This is an optimization exercise on Yosys and OpenROAD, whose aim is small area, a short achievable clock period and few clock cycles per item, not a production implementation.
Only simulation tests tie the RTL to the original design; equivalence was not proved.
Power and IR drop assume default switching activity.

==> flow/design.v <==
module ptouch_rast (
    input  wire        clk,
    input  wire        rst,         
    input  wire [1:0]  cfg_fmt,     
    input  wire [9:0]  cfg_wd,      
    input  wire [9:0]  cfg_pd,      
    input  wire [9:0]  cfg_tp,      
    input  wire [9:0]  cfg_rm,      
    input  wire        in_valid,
    output wire        in_ready,
    input  wire [31:0] in_pix,      
    output wire        out_valid,
    input  wire        out_ready,
    output wire [7:0]  out_data,
    output wire        out_last
);
    localparam integer DEPTH = 4;           
    localparam integer CAP   = DEPTH + 1;   
    reg fgray, pd_nz;
    always @(posedge clk) begin
        fgray <= (cfg_fmt == 2'd0);
        pd_nz <= (cfg_pd != 10'd0);
    end
    reg        rst_q;
    always @(posedge clk) rst_q <= rst;
    reg        in_ready_r;
    reg  [9:0] A, B;
    reg  [8:0] C;
    reg  [2:0] iph;       
    reg        fb;        
    reg        cs;        
    wire fire = in_valid && in_ready_r;
    wire [10:0] ab   = {1'b0, A} - {1'b0, B} - 11'd2;
    wire row_pre     = !ab[10];
    wire row_band    = !row_pre && (B != 10'd0);
    wire row_last    = !row_pre && ((C == 9'd0 && A == 10'd1) || (C == 9'd1 && A == 10'd0));
    wire row_lb      = row_band && (B == 10'd1);
    wire row_sb      = row_band && (fb || iph == 3'd0);    
    wire       row_postc = !row_pre && !row_band && (C != 9'd0);
    wire [1:0] a_dec     = row_pre ? 2'd2 : {1'b0, !row_postc};
    wire [8:0] c_inc     = row_pre ? 9'd1 : {9{row_postc}};
    wire [9:0] A_n   = row_last ? cfg_wd      : A - {8'd0, a_dec};
    wire [9:0] B_n   = row_last ? cfg_pd      : B - {9'd0, row_band};
    wire [8:0] C_n   = row_last ? 9'd0        : C + c_inc;
    wire [2:0] iph_n = row_last ? cfg_rm[2:0] : iph + {2'd0, row_band};
    wire       fb_n  = row_last || (fb && !row_band);
    always @(posedge clk) begin
        if (rst_q) begin
            A <= cfg_wd; B <= cfg_pd; C <= 9'd0; iph <= cfg_rm[2:0]; fb <= 1'b1;
            cs <= 1'b1;
        end else if (fire) begin
            A <= A_n; B <= B_n; C <= C_n; iph <= iph_n; fb <= fb_n;
            cs <= row_last;
        end
    end
    wire       a_one = (cfg_fmt != 2'd2);
    wire       a_lo  = !in_pix[7];
    wire [6:0] a6_in = a_one ? 7'h7f : (a_lo ? 7'd0 : in_pix[6:0]);
    reg [23:0] p0;        
    reg [6:0]  a60;       
    reg        v0, lb0;
    always @(posedge clk) begin
        p0  <= in_pix[31:8];
        a60 <= a6_in;
        v0  <= !rst_q && fire && row_band;
        lb0 <= row_lb;
    end
    wire [9:0] m1 = {3'b001, a60};
    wire [9:0] m2 = {2'b01, a60, 1'b0};
    wire [8:0] t30 = {2'd0, a60} + {1'd0, a60, 1'b0};     
    wire [9:0] m3 = {1'b0, t30} + 10'd384;
    function [9:0] msel(input [1:0] d);
        msel = (d == 2'd0) ? 10'd0 : (d == 2'd1) ? m1 : (d == 2'd2) ? m2 : m3;
    endfunction
    function [15:0] mul(input [7:0] c);
        mul = {6'd0, msel(c[1:0])} + {4'd0, msel(c[3:2]), 2'd0}
            + {2'd0, msel(c[5:4]), 4'd0} + {msel(c[7:6]), 6'd0};
    endfunction
    wire [15:0] xr = mul(p0[23:16]);
    wire [15:0] xg = mul(p0[15:8]);
    wire [15:0] xb = mul(p0[7:0]);
    wire [8:0] er  = {1'b0, xr[15:8]} + {1'b0, xr[7:0]} + 9'd1;
    wire [8:0] eg  = {1'b0, xg[15:8]} + {1'b0, xg[7:0]} + 9'd1;
    wire [8:0] eb  = {1'b0, xb[15:8]} + {1'b0, xb[7:0]} + 9'd1;
    reg  [7:0] hr1, hg1, hb1;
    reg  [2:0] e1;
    reg  [6:0] a61;
    reg        gb1, v1, lb1;
    always @(posedge clk) begin
        hr1 <= xr[15:8];
        hg1 <= xg[15:8];
        hb1 <= xb[15:8];
        e1  <= {er[8], eg[8], eb[8]};
        a61 <= a60;
        gb1 <= (p0[23:16] < 8'd127);
        v1  <= !rst_q && v0;
        lb1 <= lb0;
    end
    wire [10:0] d  = {3'd0, hr1} + {3'd0, hg1} + {3'd0, hb1}
                   + {10'd0, e1[2]} + {10'd0, e1[1]} + {10'd0, e1[0]}
                   - {4'd0, a61} - {3'd0, a61, 1'b0};
    wire       pbit = fgray ? gb1 : d[10];
    reg  [2:0] ph;        
    reg  [7:0] sh;
    reg        pushq, pushl;    
    wire       push;
    wire [7:0] bitv = {7'd0, pbit} << (3'd7 - ph);
    always @(posedge clk) begin
        if (rst_q) begin
            ph    <= cfg_rm[2:0];
            sh    <= 8'd0;
            pushq <= 1'b0;
            pushl <= 1'b0;
        end else begin
            if (push) pushq <= 1'b0;
            if (v1) begin
                sh    <= pushq ? bitv : (sh | bitv);
                pushq <= (ph == 3'd7) || lb1;
                pushl <= lb1;
                ph    <= lb1 ? cfg_rm[2:0] : ph + 3'd1;
            end else if (push) begin
                sh <= 8'd0;
            end
        end
    end
    reg [8:0] fm [0:DEPTH-1];
    reg [1:0] wp, rp;
    reg [2:0] fcnt;
    wire      fne  = (fcnt != 3'd0);
    assign    push = pushq && (fcnt != DEPTH);
    wire [8:0] head = fm[rp];
    always @(posedge clk) begin
        if (push) fm[wp] <= {pushl, sh};
    end
    reg       ov, ol;     
    reg       sv, sl;     
    reg [7:0] sb;
    reg [7:0] ob;
    reg [6:0] L, T;       
    reg       bdone;      
    reg [1:0] pend;       
    reg [2:0] nb;         
    assign out_valid = ov;
    assign out_data  = ob;
    assign out_last  = ol;
    assign in_ready  = in_ready_r;
    wire l_nz      = (L != 7'd0);
    wire t_one     = (T == 7'd1);
    wire emit_zero = l_nz || !pd_nz || bdone;
    wire go0       = (pend != 2'd0) && (emit_zero || fne);    
    wire ld        = !sv;                                      
    wire go        = go0 && ld;
    wire hold      = ov && !out_ready;                         
    wire [7:0] nbyte = emit_zero ? 8'd0 : head[7:0];
    wire pop       = go && !emit_zero;
    wire line_end  = go && (T == 7'd1);
    wire pop1  = go0 && !emit_zero;              
    wire lend1 = go0 && (T == 7'd1);             
    wire [2:0] fcnt_0 = fcnt + {2'd0, push};
    wire [2:0] fcnt_1 = fcnt + {2'd0, push} - {2'd0, pop1};
    wire [1:0] pend_00 = pend;
    wire [1:0] pend_01 = pend - {1'b0, lend1};
    wire [1:0] pend_10 = pend + {1'b0, cs};
    wire [1:0] pend_11 = pend + {1'b0, cs} - {1'b0, lend1};
    wire [2:0] nb_00 = nb;
    wire [2:0] nb_01 = nb - {2'd0, pop1};
    wire [2:0] nb_10 = nb + {2'd0, row_sb};
    wire [2:0] nb_11 = nb + {2'd0, row_sb} - {2'd0, pop1};
    wire [2:0] nb_f1   = ld ? nb_11 : nb_10;
    wire [2:0] nb_f0   = ld ? nb_01 : nb_00;
    wire [1:0] pend_f1 = ld ? pend_11 : pend_10;
    wire [1:0] pend_f0 = ld ? pend_01 : pend_00;
    wire ir_f1 = !(nb_f1 == CAP && (iph_n == 3'd0 || fb_n)) && !(row_last && pend_f1 == 2'd2);
    wire ir_f0 = !(nb_f0 == CAP && (iph == 3'd0 || fb))     && !(cs && pend_f0 == 2'd2);
    wire ir_n  = fire ? ir_f1 : ir_f0;
    always @(posedge clk) begin
        if (rst_q) begin
            L     <= cfg_rm[9:3];
            T     <= cfg_tp[9:3];
            bdone <= 1'b0;
            pend  <= 2'd0;
            nb    <= 3'd0;
            wp    <= 2'd0;
            rp    <= 2'd0;
            fcnt  <= 3'd0;
        end else begin
            if (go) begin
                L     <= t_one ? cfg_rm[9:3] : L - {6'd0, l_nz};
                T     <= t_one ? cfg_tp[9:3] : T - 7'd1;
                bdone <= !t_one && (bdone || (!emit_zero && head[8]));
            end
            if (push) wp <= wp + 2'd1;
            if (pop)  rp <= rp + 2'd1;
            fcnt <= ld ? fcnt_1 : fcnt_0;
            pend <= fire ? pend_f1 : pend_f0;
            nb   <= fire ? nb_f1 : nb_f0;
        end
    end
    always @(posedge clk) begin
        if (rst || rst_q) begin
            ov         <= 1'b0;
            sv         <= 1'b0;
            in_ready_r <= !rst;
        end else begin
            ov         <= hold || sv || go;
            sv         <= sv ? hold : (go && hold);
            in_ready_r <= ir_n;
        end
        if (!hold) begin
            ob <= sv ? sb : nbyte;
            ol <= sv ? sl : t_one;
        end
        if (!sv) begin
            sb <= nbyte;
            sl <= t_one;
        end
    end
endmodule
Settings: LEC_CHECK=0, CAP_MARGIN=20, CORE_MARGIN=2, CORE_UTILIZATION=40, SLEW_MARGIN=60; clock period 28.0 ns.
standard.sh (not shown) runs the stock make flow with config.mk's settings and CLKGATE_MAP_FILE= SYNTH_SCRIPT=/design/flow/synth_recipe.tcl, a recipe that flattens the netlist after the stock synthesis.
==> flow/flow/run.sh <==
#!/bin/bash
# The standard layout (bash standard.sh, standard synthesis unchanged) with
# two placement/CTS choices passed through ORFS's own variables:
#  - port buffers: plain buf_1 cells instead of the delay cells that
#    buffer_ports picks by default;
#  - before the placement resizer, flow/outdrive.tcl gives the flip-flops
#    that drive output ports the next drive strength;
#  - clock tree: larger sink clusters and no dummy loads.
# make's full output goes to standard.log; ORFS's per-step logs stay under orfs/logs.
set -euo pipefail
export BUFFER_PORTS_ARGS="-buffer_cell sky130_fd_sc_hd__buf_1"
export PRE_RESIZE_TCL="$PWD/flow/outdrive.tcl"
export CTS_ARGS="-sink_clustering_enable -repair_clock_nets -dont_use_dummy_load -sink_clustering_size 14 -sink_clustering_max_diameter 100 -buf_list sky130_fd_sc_hd__clkbuf_8"
bash standard.sh > standard.log 2>&1
==> flow/flow/outdrive.tcl <==
# Before the placement resizer: the flip-flops that drive output ports (through
# their port buffers) get the next drive strength of the same cell.
set n_up 0
foreach port [all_outputs] {
  set pnet [get_nets -quiet [get_full_name $port]]
  if {[llength $pnet] != 1} { continue }
  foreach bpin [get_pins -quiet -of_objects $pnet -filter "direction==output"] {
    set buf [get_cells -of_objects $bpin]
    foreach ipin [get_pins -quiet -of_objects $buf -filter "direction==input"] {
      set inet [get_nets -quiet -of_objects $ipin]
      foreach dpin [get_pins -quiet -of_objects $inet -filter "direction==output"] {
        set inst [get_cells -of_objects $dpin]
        set master [get_property $inst ref_name]
        if {[regexp {^(sky130_fd_sc_hd__dfxtp)_1$} $master -> base]} {
          replace_cell $inst [get_lib_cells ${base}_2]
          incr n_up
        }
      }
    }
  }
}
puts "outdrive.tcl: upsized $n_up output flip-flops"
The baseline went through all stages and came out clean.
Testbench counts at the start, summed over its fixed seeds: cycles 307,095, items 303,778.
Rerun with:
--- a/flow/flow/run.sh
+++ b/flow/flow/run.sh
@@ -4,6 +4,6 @@
 #  - port buffers: plain buf_1 cells instead of the delay cells that
 #    buffer_ports picks by default;
-#  - before the placement resizer, flow/outdrive.tcl gives the flip-flops
-#    that drive output ports the next drive strength;
+#  - before the placement resizer, flow/outdrive.tcl gives the output
+#    ports' buffers and the flip-flops that drive them the next drive strength;
 #  - clock tree: larger sink clusters and no dummy loads.
 # make's full output goes to standard.log; ORFS's per-step logs stay under orfs/logs.
--- a/flow/flow/outdrive.tcl
+++ b/flow/flow/outdrive.tcl
@@ -1,4 +1,4 @@
-# Before the placement resizer: the flip-flops that drive output ports (through
-# their port buffers) get the next drive strength of the same cell.
+# Before the placement resizer: the output ports' buffers and the flip-flops
+# that drive them get the next drive strength of the same cell.
 set n_up 0
 foreach port [all_outputs] {
@@ -7,4 +7,7 @@
   foreach bpin [get_pins -quiet -of_objects $pnet -filter "direction==output"] {
     set buf [get_cells -of_objects $bpin]
+    if {[get_property $buf ref_name] eq "sky130_fd_sc_hd__buf_1"} {
+      replace_cell $buf [get_lib_cells sky130_fd_sc_hd__buf_2]
+    }
     foreach ipin [get_pins -quiet -of_objects $buf -filter "direction==input"] {
       set inet [get_nets -quiet -of_objects $ipin]
--- a/flow/config.mk
+++ b/flow/config.mk
@@ -9,3 +9,3 @@
 export CORE_MARGIN = 2
 export CORE_UTILIZATION = 40
-export SLEW_MARGIN = 60
+export SLEW_MARGIN = 75
- combinational power climbs by about 3.7%
- global-route usage barely changes
- first-iteration DRC count falls by about 3.7%
- power rises by 2.1%
- flip-flop and latch count does not change
- utilization increases by 0.85 points
- via count hardly moves
- cell count rose by 0.50%
- clock skew came out lower by 0.0064 ns
Rerun with:
--- a/flow/config.mk
+++ b/flow/config.mk
@@ -9,3 +9,3 @@
 export CORE_MARGIN = 2
 export CORE_UTILIZATION = 40
-export SLEW_MARGIN = 75
+export SLEW_MARGIN = 60
What happened: Total power is lower by 1.9%. Hold slack gains 0.012 ns. Cell count came out lower by 0.45%. First-iteration DRC count came out higher by 2.9%. Setup slack is better by 0.0092 ns. Via count barely changes. Final area shrinks by 1.9%. Clock-buffer cell count does not change. Wire length barely changes.

-- port drivers added, routing unchanged --
The flow's constraints put no driver on any port. The routed layouts listed below were extracted and timed again, unchanged, in two steps. Step 1 sets driving cells, clkbuf_16 on the clock port and buf_2 on the other inputs (assumed; they add their load-dependent delay and slew). Step 2 times the ports against the registers' clock, not the clock port: input delays grow and output delays shrink by t, the midpoint of the rising clock arrivals with the driver on. Three values: no drivers, after step 1, after step 2; two values: the first two.
| run | shift t [ns] | setup WS [ns] | worst setup path at the end | cell pins on the clock port's net |
|---|---|---|---|---|
| the first run | 0.570 | 21.308 / 21.262 / 20.966 | input to register | 1 |
| the second run | 0.581 | 21.334 / 21.289 / 21.160 | input to register | 1 |
| the third run | 0.574 | 21.344 / 21.295 / 20.971 | input to register | 1 |
After both steps every run listed still meets setup and hold. For the third run, which loses most, drivers alone change the setup slack by -0.049 ns; drivers and shift together by -0.373 ns.
